This is an optimization exercise on Yosys and OpenROAD, whose aim is small area, a short achievable clock period and few clock cycles, not a production implementation. Only simulation tests tie the RTL to the original design; equivalence was not proved. No activity file was given, so power comes from the tool's default toggle rates.

==> flow/design.v <==
module bse_keybuild (
    input  wire       clk,
    input  wire       rst,
    input  wire       in_valid,
    output wire       in_ready,
    input  wire [7:0] in_data,
    input  wire       in_last,
    input  wire [7:0] tf_num,
    input  wire [7:0] tf_den,
    output wire       out_valid,
    input  wire       out_ready,
    output wire [7:0] out_data,
    output wire       out_last
);
    localparam S_IN   = 2'd0;
    localparam S_SORT = 2'd1;
    localparam S_CALC = 2'd2;
    localparam S_EMIT = 2'd3;
    reg [1:0]  state;
    wire [256*12-1:0] freq_flat;     
    reg [11:0] total;
    reg [8:0]  m_cnt;            
    reg [7:0]  num_r, den_r;
    wire [256*8-1:0] ord_flat;      
    reg [7:0]  scan_idx;
    reg [8:0]  rank;             
    reg [11:0] best_f;
    reg [7:0]  best_v;
    reg [11:0] cum;
    reg [8:0]  k2;               
    reg        k2_done;
    reg [8:0]  k_r;
    reg [3:0]  bs_r;
    reg [4:0]  bl_r;
    reg [8:0]  fld;              
    reg        fld_done;
    reg [31:0] acc;              
    reg [5:0]  acc_n;
    wire in_fire = (state == S_IN) && in_valid;
    assign in_ready = (state == S_IN);
    wire [11:0] scan_f   = freq_flat[12*scan_idx +: 12];
    wire        take     = (scan_f > best_f);
    wire [11:0] sel_f    = take ? scan_f   : best_f;
    wire [7:0]  sel_v    = take ? scan_idx : best_v;
    wire        scan_end = (scan_idx == 8'd255);
    wire [11:0] cum_next = cum + sel_f;
    wire [19:0] lhs      = cum * den_r;
    wire [19:0] rhs      = total * num_r;
    wire        reached  = (lhs >= rhs);
    wire        select   = (state == S_SORT) && scan_end;    
    genvar g;
    generate
        for (g = 0; g < 256; g = g + 1) begin : g_tab
            reg [11:0] f;
            reg [7:0]  o;
            always @(posedge clk) begin
                if (rst)
                    f <= 12'd0;
                else if (in_fire && in_data == g)
                    f <= f + 12'd1;
                else if (select && sel_v == g)
                    f <= 12'd0;              
            end
            always @(posedge clk) begin
                if (select && rank[7:0] == g)
                    o <= sel_v;
            end
            assign freq_flat[12*g +: 12] = f;
            assign ord_flat[8*g +: 8]    = o;
        end
    endgenerate
    wire [11:0] in_f = freq_flat[12*in_data +: 12];
    reg [3:0]  bs_c;
    reg [9:0]  slots_c;          
    reg [8:0]  k4_c;
    reg [8:0]  k_c;
    reg [8:0]  r_c;
    reg [3:0]  lr_c;
    wire [8:0] k2_eff = k2_done ? k2 : m_cnt;
    always @(*) begin
        if      (k2_eff <= 9'd3)   bs_c = 4'd2;
        else if (k2_eff <= 9'd7)   bs_c = 4'd3;
        else if (k2_eff <= 9'd15)  bs_c = 4'd4;
        else if (k2_eff <= 9'd31)  bs_c = 4'd5;
        else if (k2_eff <= 9'd63)  bs_c = 4'd6;
        else if (k2_eff <= 9'd127) bs_c = 4'd7;
        else if (k2_eff <= 9'd255) bs_c = 4'd8;
        else                   bs_c = 4'd9;
        slots_c = (10'd1 << bs_c) - 10'd1;
        k4_c    = (slots_c < {1'b0, m_cnt}) ? slots_c[8:0] : m_cnt;
        k_c  = (m_cnt - k4_c == 9'd1) ? m_cnt : k4_c;
        r_c  = m_cnt - k_c;
        if      (r_c <= 9'd2)   lr_c = 4'd1;
        else if (r_c <= 9'd4)   lr_c = 4'd2;
        else if (r_c <= 9'd8)   lr_c = 4'd3;
        else if (r_c <= 9'd16)  lr_c = 4'd4;
        else if (r_c <= 9'd32)  lr_c = 4'd5;
        else if (r_c <= 9'd64)  lr_c = 4'd6;
        else if (r_c <= 9'd128) lr_c = 4'd7;
        else                    lr_c = 4'd8;
    end
    wire        pop       = out_valid && out_ready;
    wire [31:0] acc_pop   = pop ? (acc << 8) : acc;
    wire [5:0]  n_pop     = pop ? ((acc_n >= 6'd8) ? acc_n - 6'd8 : 6'd0) : acc_n;
    wire        push      = (state == S_EMIT) && !fld_done && (n_pop < 6'd8);
    wire [8:0]  ent       = fld - 9'd4;
    wire        ent_short = (ent < k_r);
    wire [8:0]  ent_j     = ent - k_r;
    wire [4:0]  lx_w      = bl_r - {1'b0, bs_r};
    wire [15:0] esc_hi    = ((16'd1 << bs_r) - 16'd1) << lx_w;
    wire [15:0] cw        = ent_short ? {7'd0, ent} : (esc_hi | {7'd0, ent_j});
    wire [4:0]  cw_w      = ent_short ? {1'b0, bs_r} : bl_r;
    reg  [23:0] f_val;
    reg  [4:0]  f_w;
    always @(*) begin
        case (fld)
            9'd0:    begin f_val = {16'd0, m_cnt[7:0]};    f_w = 5'd8; end
            9'd1:    begin f_val = {16'd0, k_r[7:0]};      f_w = 5'd8; end
            9'd2:    begin f_val = {20'd0, bs_r};          f_w = 5'd8; end
            9'd3:    begin f_val = {19'd0, bl_r};          f_w = 5'd8; end
            default: begin f_val = ({16'd0, ord_flat[8*ent[7:0] +: 8]} << cw_w) | {8'd0, cw}; f_w = 5'd8 + cw_w; end
        endcase
    end
    wire [5:0]  f_w6      = {1'b0, f_w};
    wire [31:0] f_placed  = ({f_val, 8'd0} << (6'd24 - f_w6)) >> n_pop;
    wire [31:0] acc_next  = push ? (acc_pop | f_placed) : acc_pop;
    wire [5:0]  n_next    = push ? (n_pop + f_w6) : n_pop;
    wire        last_fld  = (fld == m_cnt + 9'd3);
    assign out_valid = (state == S_EMIT) && ((acc_n >= 6'd8) || (fld_done && acc_n != 6'd0));
    assign out_data  = acc[31:24];
    assign out_last  = fld_done && (acc_n <= 6'd8);
    always @(posedge clk) begin
        if (rst) begin
            state    <= S_IN;
            total    <= 12'd0;
            m_cnt    <= 9'd0;
            num_r    <= 8'd0;
            den_r    <= 8'd0;
            scan_idx <= 8'd0;
            rank     <= 9'd0;
            best_f   <= 12'd0;
            best_v   <= 8'd0;
            cum      <= 12'd0;
            k2       <= 9'd0;
            k2_done  <= 1'b0;
            k_r      <= 9'd0;
            bs_r     <= 4'd0;
            bl_r     <= 5'd0;
            fld      <= 9'd0;
            fld_done <= 1'b0;
            acc      <= 32'd0;
            acc_n    <= 6'd0;
        end else begin
            case (state)
                S_IN: if (in_fire) begin
                    if (in_f == 12'd0)
                        m_cnt <= m_cnt + 9'd1;
                    total <= total + 12'd1;
                    if (in_last) begin
                        num_r    <= tf_num;
                        den_r    <= tf_den;
                        state    <= S_SORT;
                        scan_idx <= 8'd0;
                        rank     <= 9'd0;
                        best_f   <= 12'd0;
                        best_v   <= 8'd0;
                        cum      <= 12'd0;
                        k2_done  <= 1'b0;
                    end
                end
                S_SORT: begin
                    if (!k2_done && rank != 9'd0 && reached) begin
                        k2      <= rank;
                        k2_done <= 1'b1;
                    end
                    scan_idx <= scan_idx + 8'd1;
                    if (scan_end) begin
                        cum            <= cum_next;
                        rank           <= rank + 9'd1;
                        best_f         <= 12'd0;
                        best_v         <= 8'd0;
                        if (rank + 9'd1 == m_cnt)
                            state <= S_CALC;
                    end else begin
                        best_f <= sel_f;
                        best_v <= sel_v;
                    end
                end
                S_CALC: begin
                    k_r      <= k_c;
                    bs_r     <= bs_c;
                    bl_r     <= (r_c == 9'd0) ? 5'd0 : ({1'b0, bs_c} + {1'b0, lr_c});
                    fld      <= 9'd0;
                    fld_done <= 1'b0;
                    acc      <= 32'd0;
                    acc_n    <= 6'd0;
                    state    <= S_EMIT;
                end
                S_EMIT: begin
                    acc   <= acc_next;
                    acc_n <= n_next;
                    if (push) begin
                        fld <= fld + 9'd1;
                        if (last_fld)
                            fld_done <= 1'b1;
                    end
                    if (pop && out_last) begin
                        state <= S_IN;
                        total <= 12'd0;
                        m_cnt <= 9'd0;
                    end
                end
            endcase
        end
    end
endmodule
==> flow/run.sh <==
#!/bin/bash
# synth_recipe.tcl (not shown) runs the flow's synth.tcl, then flattens the netlist and writes it again
# the make line also repeats each setting of config.mk as NAME=value (left out here)
make -C /OpenROAD-flow-scripts/flow DESIGN_CONFIG=/design/flow/config.mk WORK_HOME=/design/flow/orfs CLKGATE_MAP_FILE= SYNTH_SCRIPT=/design/flow/synth_recipe.tcl finish
==> flow/config.mk <==
export PLATFORM = sky130hd
export DESIGN_NAME = bse_keybuild
export DESIGN_NICKNAME = bse_keybuild
export VERILOG_FILES = /design/flow/design.v
export SDC_FILE = /design/flow/constraint.sdc
export NUM_CORES = 8
export LEC_CHECK = 0
export CAP_MARGIN = 20
export CORE_MARGIN = 2
export CORE_UTILIZATION = 30
export PLACE_DENSITY = 0.45
export SLEW_MARGIN = 20
==> flow/constraint.sdc <==
create_clock -name core_clock -period 11.0 [get_ports {clk}]
set_input_delay 2.2000 -clock core_clock [delete_from_list [all_inputs] [get_ports {clk}]]
set_output_delay 2.2000 -clock core_clock [all_outputs]
set_load 0.01 [all_outputs]
==> flow_summary.toml <==
[timing]
slew_violations = 0
worstMarginPinSlew_ns = 1.29
worst_slack_ns = 1.07
setup_tns_ns = 0
relSlewSlack_pct = 11.5
rsz0062_at_grt = "false"
fin_skew_ns = 0.165
setup_violations = 0
hold_violations = 0
timing.final.crit_share_pct = 90.3
fin_crit_ns = 9.93
fmax_mhz = 101

[routing]
ant_nets = 0
drcViolationCount = 0
via_per_inst = 5.94
route.vias.total = 253000
post_drt_wl_per_cell_um = 27.8
first_pass_iters = 7
initialDrtViolationCount = 29900
postRouteWirelength_mm = 1180

[worst_setup_path]
worstPathMaxFanout = 60
endpoint_kind = "flop"
critPathSlowestCell = "nand2_1"
rr_worst_depth = 23
slowest_delay_ns = 0.74
cp-start-kind = "flop"
crit_top_cell = "mux4_2"
ff2ff_setup_slack_ns = 1.07
timing.rr.end = "g_tab[28].f[3]$_SDFFE_PP0P_"
crit-reg2reg-launch = "scan_idx[0]$_SDFFE_PP0P_"
critPathKind = "flop to flop"
arrival_ns = 10.90
required_ns = 11.96
crit_chain = "buf_4 > buf_12 > mux4_2 > mux4_2 > mux4_2 > mux4_2 > ha_1 > nor2b_1 > o21ai_0 > nand2b_1 > a21oi_1 > nor3_1 > a2111oi_0 > nor2_4 > mux2i_1 > inv_8 > nor2_1 > nand2_1 > buf_4 > o21ai_0 > o21ai_0 > a21oi_1 > nor2_1"

[logic_synthesis]
synth_adder_area_share_pct = 2.84
synth_cell_type_count = 109
synth_seq_area_share_pct = 44.2
synth_area_um2 = 285000
ys_seq_elements = 5282
synth-simple-area-share_pct = 20.1
synthCells = 30100
synth_edf_count = 2048
synth.avg_cell_area_um2 = 9.48
dominantRegCellSynth = "dfxtp_1"
synth_top_family_by_area = "simple AND/OR/NAND/NOR gates"
async_flop_share_pct = 0
yosys_warnings = 1
muxShareOfSynthArea_pct = 12.9
yosys.area_share.xor_xnor_pct = 0.433
synth_compound_area_share_pct = 16.3

[placed_design]
pre_cts_ws_ns = 1.23
routabilityCongestion = 0.930
dp_hpwl_mm = 803
io_buffers = 39

[final_layout]
nNetsFinal = 30000
syn2layout_area_growth_pct = 12.6
drive_above_1_share_pct = 11.0
seq_area_um2 = 126000
multi_input_area_um2 = 151000
finalCoreUtilization_pct = 33.9
final_cell_mix = "nor2_1 (4398), dfxtp_1 (3224), a21oi_1 (3135)"
fillerInstances = 96400
layout_commonest_cell = "nor2_1"

[global_route]
grt_max_degree = 203
grt_use_total_pct = 23.7
grt_pass1_wl_mm = 1690
grt_pass1_vias = 232000
overflow = 0
antenna_found_initial = 151

[hold_path]
min_from = "acc[31]$_SDFFE_PP0N_"
min_to = "acc[31]$_SDFFE_PP0N_"
min_path_cells = 2
min_path_type = "flop to flop"

[power_and_ir_drop]
ir_drop_uv = 149
leakage_nw = 107
p_per_area_nw_per_um2 = 140
finalPower_w = 0.0449

[die]
start_util_pct = 30.1
die_h_um = 980
dieArea_um2 = 959000
die_x_um = 980
io_pins = 40
core_area_um2 = 950000
row_count = 358

[status]
outcome = "no timing/DRC/antenna violations"

[clocking]
cts_buffer_depth = 5
clkLatencyLatePin_ns = 1.16
cts_hold_buf = 0
cts_setup_buffers = 0
tritoncts = "done"
cts_resized = 0
cts_inserted_buffers = 669
clockRootBuffer = "clkbuf_16"
path_clk_slew_ns = 0.06
htree_levels = 6
clock-sinks = 5282

[flow_run]
cap_violations = 0
==> through the flow <==
| stage | hold slack (ns) | cells | cell area (µm²) |
|---|---|---|---|
| 2_1_floorplan | 0.426 | 30100 | 286000 |
| 3_3_place_gp | 0.443 | 41300 | 300000 |
| 3_5_place_dp | 0.452 | 41300 | 300000 |
| 4_1_cts | 0.470 | 42500 | 321000 |
| 5_1_grt | 0.498 | 42500 | 321000 |
| 6_report | 0.467 | 42600 | 322000 |
==> layer usage <==
layer	vias up	GRT usage, %	routed length, µm
met2	11700	35.6	523000
met1	127000	32.2	500000
met3	2209	4.81	102000
li1	112000	-	-
met5	-	0	325
met4	42	12.2	59300
==> how the worst max path moves through the flow <==
| stage | from | end | slack (ns) | cells after the start |
|---|---|---|---|---|
| 2_1_floorplan | scan_idx[0]$_SDFFE_PP0P_ | g_tab[38].f[2]$_SDFFE_PP0P_ | 0.22 | 28 |
| 3_3_place_gp | scan_idx[0]$_SDFFE_PP0P_ | g_tab[28].f[4]$_SDFFE_PP0P_ | 1.37 | 23 |
| 3_5_place_dp | scan_idx[0]$_SDFFE_PP0P_ | g_tab[28].f[3]$_SDFFE_PP0P_ | 1.23 | 23 |
| 4_1_cts | scan_idx[0]$_SDFFE_PP0P_ | g_tab[28].f[3]$_SDFFE_PP0P_ | 1.16 | 23 |
| 5_1_grt | scan_idx[0]$_SDFFE_PP0P_ | g_tab[28].f[4]$_SDFFE_PP0P_ | 0.65 | 23 |
| 6_report | scan_idx[0]$_SDFFE_PP0P_ | g_tab[28].f[3]$_SDFFE_PP0P_ | 1.07 | 23 |
==> flip-flops by register name, indices dropped and copies added (netlist names) <==
signal and cells:
g_tab.f 3072, g_tab.o 2048, acc 32, best_f 12
cum 12, total 12, fld 9, k_r 9
m_cnt 9, rank 9, best_v 8, den_r 8
num_r 8, scan_idx 8, k2 7, acc_n 6
bl_r 5, bs_r 4, state 2, fld_done 1
k2_done 1
==> critical path, delay by kind of cell (launching register included) <==
kind	cells	cell delay, ns
mux	5	3.08
compound gates	6	2.17
simple gates	7	1.74
buf+inv	4	1.54
flops	1	0.73
fa+ha+maj	1	0.30
==> power breakdown <==
| part | leakage [nW] | internal [W] | total [W] | switching [W] |
|---|---|---|---|---|
| combinational | 53.2 | 0.000851 | 0.00266 | 0.00181 |
| sequential | 43.8 | 0.0202 | 0.0203 | 0.0000857 |
| clock | 10.4 | 0.0129 | 0.0220 | 0.00903 |
| total | 107 | 0.0340 | 0.0449 | 0.0109 |
==> cell families (layout without fill, tap and decap cells) <==
| kind of cell | Yosys count | in the layout |
|---|---|---|
| DFF | 5282 | 5282 |
| buffers and inverters | 2355 | 2126 |
| muxes | 1737 | 1737 |
| other | 1 | 165 |
| and+or+nand+nor | 11900 | 11900 |
| adders and majority gates | 572 | 572 |
| xor gates and xnor gates | 141 | 141 |
| AOI/OAI and AO/OA | 8136 | 8136 |
==> cell usage after synthesis (41+ instances only) <==
cell	count	share of area, %
a22oi_1	488	1.3
mux4_2	1543	12
xnor2_1	92	0.28
nand3b_1	604	1.6
nor4_1	429	0.94
a21o_1	174	0.46
nand4_1	211	0.46
fa_1	126	0.88
xor2_1	49	0.15
o31ai_1	42	0.11
nand2_1	2298	3.0
mux2i_1	166	0.58
inv_1	400	0.53
a21oi_1	3140	5.5
ha_1	446	2.0
or3_1	59	0.13
nand4b_1	194	0.60
buf_1	177	0.23
a31oi_1	567	1.2
edfxtp_1	2048	22
or4_1	272	0.72
nor2_1	4462	5.9
o21ai_0	2654	4.7
o22ai_1	41	0.090
and2_1	287	0.63
a311oi_1	355	1.1
o21ai_1	105	0.18
nor3_1	740	1.3
clkbuf_1	1638	2.2
nand3_1	806	1.4
buf_2	82	0.14
o41ai_1	41	0.13
a211oi_1	158	0.42
nor4b_1	49	0.15
and3_1	1331	2.9
dfxtp_1	3234	23
==> area by class of cell <==
| cell class | instances | share of cell area, % |
|---|---|---|
| multi-input cells | 22500 | 46.9 |
| repair buffers | 562 | 1.64 |
| well taps | 12600 | 4.90 |
| diodes | 163 | 0.127 |
| flip-flops and latches | 5282 | 39.3 |
| clock inverters | 235 | 0.753 |
| inverters | 410 | 0.499 |
| clock buffers | 919 | 5.85 |
Testbench counts, summed over its fixed seeds: cycles 1,791,975.

==> re-timing with driven ports <==
No port has a modelled driver above. Below, the same layout with a new extraction and two added sets of constraints. Step 1 sets driving cells, clkbuf_16 on the clock port and buf_2 on the other inputs (assumed; they add their load-dependent delay and slew). Step 2 also shifts input and output timing later by t, the mid clock arrival at the registers, as if the neighbouring blocks saw the same clock. Three values: ideal ports, drivers, drivers and shift; two values: the first two.
t (ns): 1.240
setup WS [ns]: 1.067 / 1.067 / 1.067
worst hold slack (ns): 0.467 / 0.467 / 0.467
worst setup path after step 2: register to register
worst register clock-pin slew, ns: 0.07 / 0.07
After both steps this run still meets setup and hold. The setup slack of this run moves by 0.000 ns with the drivers and by 0.000 ns with both steps.
